This design comes from an exercise in tuning for small area, a short achievable clock period and few clock cycles on the open sky130 flow, not from production work.
Only simulation tests tie the RTL to the original design; equivalence was not proved.

==> 05-03 <==
==> flow/design.v (excerpt) <==
module pec_temp_core (
    input  wire        clk,
    input  wire        rst,       
    input  wire        req,
    input  wire        we,
    input  wire [5:0]  addr,      
    input  wire [1:0]  size,      
    input  wire [3:0]  be,        
    input  wire [31:0] wdata,
    output wire        ready,
    output reg  [31:0] rdata,
    output wire        err
);
export LEC_CHECK = 0
export CAP_MARGIN = 20
export CORE_MARGIN = 2
export CORE_UTILIZATION = 30
export SETUP_SLACK_MARGIN = 1.0
export SLEW_MARGIN = 20
create_clock -name core_clock -period 36.0 [get_ports {clk}]
run.sh (not shown) runs the stock make flow with config.mk's settings and CLKGATE_MAP_FILE= SYNTH_SCRIPT=/design/flow/synth_recipe.tcl, a recipe that flattens the netlist after the stock synthesis.
==> inputs of 05-22, as changes to 05-03 <==
Settings changed: ABC_AREA from default to 1.
==> run notes <==
- Measured on the finished design, the core utilization comes to 0.3751.
- The via count of the first global-routing pass is about 25000.
- In the global route stage, overall resource usage came out at 0.2132.
- The final antenna diode count is 2.
- Once layout is done, the placed cells without fillers occupy ~0.032 mm^2.
- The flow ran to the end and the layout has no timing, DRC or antenna violations.
- The violation count after the first detailed-routing iteration is between 3000 and 4000.
the above is filed under 05-03

==> run notes <==
- The fraction of the core area covered by cells at the end of the flow is 0.3343.
- For this block, the initial DRC count from the detailed router was ~3000.
- The number of antenna diodes in the final layout is 0.
- The via count of the first global-routing pass is around 24000.
- The run finished with no timing, DRC or antenna violations.
the above is filed under 05-22

Testbench counts of 05-03, summed over its fixed seeds: cycles 30,014.
Testbench counts of 05-22, summed over its fixed seeds: cycles 30,014.


==> inputs of ember <==
Another version of the RTL of pec_temp_core (not shown whole).
export LEC_CHECK = 0
export ABC_AREA = 1
export CAP_MARGIN = 20
export CORE_MARGIN = 2
export CORE_UTILIZATION = 30
export SETUP_SLACK_MARGIN = 1.0
export SLEW_MARGIN = 20
create_clock -name core_clock -period 36.0 [get_ports {clk}]
==> juniper (differences from ember) <==
--- a/flow/design.v
+++ b/flow/design.v
@@ -48,45 +48,14 @@
             5'd21: tab_p = 20'hd70a3;
             5'd22: tab_p = 20'he147a;
             5'd23: tab_p = 20'heb851;
             5'd24: tab_p = 20'hf5c28;
             default: tab_p = 20'h0;
         endcase
     endfunction
-    function [17:0] tab_pg;
-        input [4:0] x;
-        case (x)
-            5'd0: tab_pg = 18'h0;
-            5'd1: tab_pg = 18'h147b;
-            5'd2: tab_pg = 18'h28f6;
-            5'd3: tab_pg = 18'h3d71;
-            5'd4: tab_pg = 18'h51ec;
-            5'd5: tab_pg = 18'h6667;
-            5'd6: tab_pg = 18'h7ae2;
-            5'd7: tab_pg = 18'h8f5d;
-            5'd8: tab_pg = 18'ha3d8;
-            5'd9: tab_pg = 18'hb853;
-            5'd10: tab_pg = 18'hccce;
-            5'd11: tab_pg = 18'he149;
-            5'd12: tab_pg = 18'hf5c4;
-            5'd13: tab_pg = 18'h10a3f;
-            5'd14: tab_pg = 18'h11eba;
-            5'd15: tab_pg = 18'h13335;
-            5'd16: tab_pg = 18'h147b0;
-            5'd17: tab_pg = 18'h15c2b;
-            5'd18: tab_pg = 18'h170a6;
-            5'd19: tab_pg = 18'h18521;
-            5'd20: tab_pg = 18'h1999c;
-            5'd21: tab_pg = 18'h1ae17;
-            5'd22: tab_pg = 18'h1c292;
-            5'd23: tab_pg = 18'h1d70d;
-            5'd24: tab_pg = 18'h1eb88;
-            default: tab_pg = 18'h0;
-        endcase
-    endfunction
     function [21:0] tab_j;
         input [5:0] x;
         case (x)
             6'd0: tab_j = 22'h68000;
             6'd1: tab_j = 22'h48000;
             6'd2: tab_j = 22'h28000;
             6'd3: tab_j = 22'h8000;
@@ -414,69 +383,78 @@
             for (n = 0; n < 22; n = n + 1) begin
                 add22[n] = a[n] ^ b[n] ^ c;
                 c = (a[n] & b[n]) | (a[n] & c) | (b[n] & c);
             end
             add22[22] = c;
         end
     endfunction
-    wire [22:0] tcs = add22({5'd0, raw, 1'b0}, 22'h3F954D, 1'b0);    
-    assign tcc = {{14{tcs[17]}}, tcs[17:0]};
-    function [5:0] dstep;             
-        input [5:0] v;
-        reg ge;
-        reg [22:0] d;
+    function [5:0] dstep;
+        input [4:0] ri;
+        input       b;
+        reg qq, c1, c2, c3;
+        reg [3:0] t;                  
         begin
-            ge = v[5] | (v[4] & v[3] & (v[2] | v[1] | v[0]));
-            d  = add22({16'd0, v}, 22'h3FFFE7, 1'b0);             
-            dstep = ge ? {1'b1, d[4:0]} : {1'b0, v[4:0]};
+            qq   = ri[4] | (ri[3] & ri[2] & (ri[1] | ri[0] | b));
+            t[0] = ~(ri[0] ^ b);
+            c1   = ri[0] | b;
+            t[1] = ~(ri[1] ^ c1);
+            c2   = ri[1] | c1;
+            t[2] = ri[2] ^ c2;
+            c3   = ri[2] & c2;
+            t[3] = ri[3] ^ c3;
+            dstep = {qq, (qq ? t : ri[3:0]), b ^ qq};
         end
     endfunction
+    genvar gj;
+    integer n;
+    wire [22:0] tcs = add22({5'd0, raw, 1'b0}, 22'h3F954D, 1'b0);    
+    assign tcc = {{14{tcs[17]}}, tcs[17:0]};
     wire [4:0]  rr0 [5:12];
     wire [11:5] q0;
     assign rr0[12] = 5'd0;
-    genvar gj;
     generate for (gj = 11; gj >= 5; gj = gj - 1) begin : gdiv0
         if (gj == 11) begin : top
-            assign {q0[gj], rr0[gj]} = dstep({1'b0, raw_in[15:11]});
+            assign {q0[gj], rr0[gj]} = dstep({1'b0, raw_in[15:12]}, raw_in[11]);
         end else begin : st
-            assign {q0[gj], rr0[gj]} = dstep({rr0[gj+1], raw_in[gj]});
+            assign {q0[gj], rr0[gj]} = dstep(rr0[gj+1], raw_in[gj]);
         end
     end endgenerate
     reg [11:5] s0_q;
     reg [4:0]  s0_r;
     always @(posedge clk) begin
         s0_q <= q0;
         s0_r <= rr0[5];
     end
     wire [4:0]  rr [0:5];
     wire [4:0]  q1;
     assign rr[5] = s0_r;
     generate for (gj = 4; gj >= 0; gj = gj - 1) begin : gdiv1
-        assign {q1[gj], rr[gj]} = dstep({rr[gj+1], raw[gj]});
+        assign {q1[gj], rr[gj]} = dstep(rr[gj+1], raw[gj]);
     end endgenerate
-    wire [11:0] qa = {s0_q, q1};
-    wire [4:0]  ra = rr[0];
+    wire [11:0] q = {s0_q, q1};
+    wire [4:0]  r = rr[0];
     wire [22:0] sgc = add22({6'd0, raw}, 22'h3FCAA6, 1'b0);          
     wire        sgn = sgc[21];
-    wire [17:0] o1 = {6'd0, qa};
-    wire [17:0] o2 = {5'd0, qa, 1'b0};
-    wire [17:0] o3 = tab_pg(ra);
-    wire [17:0] cs_s = o1 ^ o2 ^ o3;
-    wire [17:0] cs_c = (o1 & o2) | (o1 & o3) | (o2 & o3);
-    wire [22:0] pls1 = add22({4'd0, cs_s}, {3'd0, cs_c, 1'b0}, 1'b0);
-    reg  [11:0] q;
-    reg  [4:0]  r;
-    reg  [17:0] pls;
-    always @(posedge clk) begin
-        q   <= qa;
-        r   <= ra;
-        pls <= pls1[17:0];
-    end
-    wire        m   = pls[17];
-    wire [16:0] pl  = pls[16:0];
+    wire [17:0] m1 = {raw[0], 17'd0};
+    wire [17:0] m2 = {raw[5:0], 12'd0};
+    wire [17:0] m3 = {raw[7:0], 10'd0};
+    wire [17:0] m4 = {raw[10:0], 7'd0};
+    wire [17:0] m5 = ~{raw, 2'b00};
+    wire [17:0] m6 = ~{2'b00, raw};
+    wire [17:0] sa = m1 ^ m2 ^ m3;
+    wire [17:0] ca = {(m1[16:0] & m2[16:0]) | (m1[16:0] & m3[16:0]) | (m2[16:0] & m3[16:0]), 1'b0};
+    wire [17:0] sb = m4 ^ m5 ^ m6;
+    wire [17:0] cb = {(m4[16:0] & m5[16:0]) | (m4[16:0] & m6[16:0]) | (m5[16:0] & m6[16:0]), 1'b0};
+    wire [17:0] sc = sa ^ ca ^ sb;
+    wire [17:0] cc = {(sa[16:0] & ca[16:0]) | (sa[16:0] & sb[16:0]) | (ca[16:0] & sb[16:0]), 1'b0};
+    wire [17:0] sd = sc ^ cc ^ cb;
+    wire [17:0] cd = {(sc[16:0] & cc[16:0]) | (sc[16:0] & cb[16:0]) | (cc[16:0] & cb[16:0]), 1'b1};
+    wire [22:0] p18c = add22({4'd0, sd}, {4'd0, cd}, 1'b1);
+    wire [16:0] pl = p18c[16:0];
+    wire        m  = p18c[17] ^ r[0];      
     wire [16:0] pre;                        
     assign pre[16] = 1'b0;
     generate for (gj = 15; gj >= 0; gj = gj - 1) begin : gpre
         assign pre[gj] = pre[gj+1] | raw[gj];
     end endgenerate
     wire [16:0] adj;                        
     assign adj[0] = 1'b0;
@@ -496,90 +474,96 @@
         end
     end endgenerate
     wire [16:0] onek  = {lm[15:0], 1'b1} & ~lm;
     wire        p_g   = |(pl & lm & ~{1'b0, lm[16:1]});
     wire        p_s   = |(pl & {1'b0, lm[16:1]});
     wire        p_l   = |(pl & onek);
     wire        p_up  = p_g & (p_s | p_l);
-    wire [21:0] av = {4'd0, m, pl & ~lm};
-    wire [21:0] jv = tab_j({sgn, r});
-    wire [21:0] inj = {5'd0, onek & {17{p_up}}};
-    reg  [21:0] ls;
-    reg         lc;
-    integer n;
-    always @* begin
-        lc = 1'b0;
-        for (n = 0; n < 22; n = n + 1) begin
-            lc    = lc | inj[n];
-            ls[n] = jv[n] ^ av[n] ^ lc;
-            lc    = (jv[n] & av[n]) | (jv[n] & lc) | (av[n] & lc);
-        end
-    end
-    wire [21:0] L  = ls ^ {22{sgn}};
-    wire [1:0]  c  = L[21:20];               
-    wire [19:0] lw = L[19:0];
-    wire [4:0]  r3 = tab_r3({sgn, r});
+    wire [21:0] jv  = tab_j({sgn, r});
+    wire [21:0] bv  = {4'd0, m, pl & ~lm};
+    wire [22:0] l0  = add22(jv, bv, 1'b0);
+    wire [22:0] l1  = add22(jv, bv | {5'd0, lm}, 1'b1);
+    wire [21:0] ls1 = p_up ? l1[21:0] : l0[21:0];
+    wire [4:0]  r31 = tab_r3({sgn, r});
     wire [22:0] q3s = add22({9'd0, {q, 1'b0} ^ {13{sgn}}}, {9'd0, tab_k({sgn, r})}, 1'b0);
-    wire [12:0] q3 = q3s[12:0];
-    wire [19:0] pp = tab_p(r3);
-    wire        r3z = (r3 == 5'd0);
-    wire        uf0 = r3z & (c == 2'b11);    
-    wire        q3z = (q3 == 13'd0);
+    wire [12:0] q31 = q3s[12:0];
     reg  [4:0]  shq, shq1;
     reg         q3p2, hi;
     integer b;
     always @* begin
         shq  = 5'd12;
         shq1 = 5'd13;
         q3p2 = 1'b1;
         hi   = 1'b0;
         for (b = 12; b >= 0; b = b - 1) begin
-            if (q3[b] && hi) q3p2 = 1'b0;    
-            hi = hi | q3[b];
+            if (q31[b] && hi) q3p2 = 1'b0;    
+            hi = hi | q31[b];
         end
         for (b = 0; b < 13; b = b + 1)
-            if (q3[b]) begin shq = 12 - b; shq1 = 13 - b; end
+            if (q31[b]) begin shq = 12 - b; shq1 = 13 - b; end
     end
-    wire [4:0]  sh = q3z ? tab_shz(r3) : ((uf0 & q3p2) ? shq1 : shq);
+    wire        q3z1 = (q31 == 13'd0);
+    reg [21:0] ls;
+    reg        sg;
+    reg [12:0] q3;
+    reg [4:0]  r3;
+    reg [4:0]  shb, shi;
+    reg        shc;
+    always @(posedge clk) begin
+        ls  <= ls1;
+        sg  <= sgn;
+        q3  <= q31;
+        r3  <= r31;
+        shb <= q3z1 ? tab_shz(r31) : shq;
+        shi <= shq1;
+        shc <= !q3z1 && q3p2;
+    end
+    wire [21:0] L  = ls ^ {22{sg}};
+    wire [1:0]  c  = L[21:20];               
+    wire [19:0] lw = L[19:0];
+    wire        r3z = (r3 == 5'd0);
+    wire        uf0 = r3z & (c == 2'b11);
+    wire [4:0]  sh  = (uf0 & shc) ? shi : shb;
     wire [19:0] lm2  = tab_lm2(sh);
     wire [19:0] onr  = {lm2[18:0], 1'b1} & ~lm2;
     wire        t_g  = |(lw & lm2 & ~{1'b0, lm2[19:1]});
     wire        t_s  = |(lw & {1'b0, lm2[19:1]});
     wire        t_l  = |(lw & onr);
     wire        t_up = t_g & (t_s | t_l);
     reg  [20:0] lr;
     reg         rc;
     always @* begin
-        rc = 1'b0;
+        rc = t_up;
         for (n = 0; n < 20; n = n + 1) begin
-            rc    = rc | (t_up & onr[n]);
-            lr[n] = (lw[n] & ~lm2[n]) ^ rc;
-            rc    = lw[n] & ~lm2[n] & rc;
+            lr[n] = (lw[n] & ~lm2[n]) ^ (rc & ~lm2[n]);
+            rc    = (lw[n] | lm2[n]) & rc;
         end
         lr[20] = rc;
     end
     wire [1:0]  ct = {c[1] & ~lr[20], c[0] ^ lr[20]};
     wire        uf = r3z & (ct == 2'b11);
+    wire [19:0] pp = tab_p(r3);
     wire [35:0] base = {pp, pp[19:4]};
     wire [4:0]  fm = tab_fm({ct, r3});
     wire [35:0] mid = {base[35:5] | {31{uf}}, base[4:0] ^ fm};
-    reg  [12:0] q3f;
+    reg  [12:0] q3m;
     reg         bc;
     always @* begin
-        bc = uf;
+        bc = 1'b1;
         for (n = 0; n < 13; n = n + 1) begin
-            q3f[n] = q3[n] ^ bc;
+            q3m[n] = q3[n] ^ bc;
             bc     = ~q3[n] & bc;
         end
     end
+    wire [12:0] q3f  = uf ? q3m : q3;
     wire [68:0] ar   = {q3f, mid, lr[19:0]};
     wire [69:0] nrm  = {1'b0, ar} << sh;
     wire        ovf  = nrm[69];                  
     wire [51:0] frac = ovf ? 52'd0 : nrm[67:16];
-    assign f64 = {sgn, tab_ex({ovf, sh}), frac};
+    assign f64 = {sg, tab_ex({ovf, sh}), frac};
 endmodule
 module pec_temp_core (
     input  wire        clk,
     input  wire        rst,       
     input  wire        req,
     input  wire        we,
     input  wire [5:0]  addr,      
==> notes <==
Global-route usage: ember is lower than juniper (0.35 points).
In ember the core utilization is lower than in juniper, by 0.12 points.
Of ember and juniper, juniper has the higher non-clock buffer count (gap 15).
Between ember and juniper, the lower fmax is in ember (gap 34%, measured against juniper).
Of ember and juniper, juniper has the higher via count (gap about 2.4%, measured against juniper).
==> figures <==
Status: juniper timing/DRC/antenna clean; ember timing/DRC/antenna clean
Worst endpoint required time: juniper 28.80 ns; ember 36.29 ns
Inst Count DP: juniper 3968; ember 3920
Xor and xnor area share after synthesis: juniper 7.04%; ember 6.54%
DP HPWL: juniper 61200 um; ember 57500 um
Sequential cell count: juniper 241; ember 205
Depth of the most critical reg-to-reg path: juniper 53; ember 178
Skew final: juniper 0.0297 ns; ember 0.0301 ns
Top cell type's share of synthesized area: juniper 18.2%; ember 18.9%
Hold Path Sink: juniper fpec[6]$_DFFE_PP_; ember u_conv.q[5]$_DFF_P_
Testbench counts of ember, summed over its fixed seeds: cycles 30,641.
Testbench counts of juniper, summed over its fixed seeds: cycles 30,641.

## what the ideal ports hide
The results above use ideal ports. As a check the final layouts listed here were re-extracted and re-timed, cells and wires unchanged. Step 1, drivers: a clkbuf_16 drives clk and a buf_2 each remaining input, both assumed. Step 2 also shifts input and output timing later by t, the mid clock arrival at the registers, as if the neighbouring blocks saw the same clock. Three values: ideal ports, drivers, drivers and shift; two values: the first two.
run	t, ns	setup slack, ns	worst hold slack (ns)	worst setup path after step 2	worst register clock-pin slew, ns
05-03	0.478	1.667 / 1.667 / 1.667	0.488 / 0.488 / 0.488	register to register	0.08 / 0.08
05-22	0.487	3.939 / 3.939 / 3.939	0.452 / 0.452 / 0.452	register to register	0.07 / 0.07
ember	0.591	9.397 / 9.397 / 9.397	0.427 / 0.427 / 0.427	register to register	0.07 / 0.07
juniper	0.633	18.446 / 18.415 / 18.415	0.457 / 0.457 / 0.457	input to output	0.07 / 0.07
After both steps every run listed still meets setup and hold. The setup slack of juniper, which loses most, moves by -0.031 ns with the drivers and by -0.031 ns with both steps.
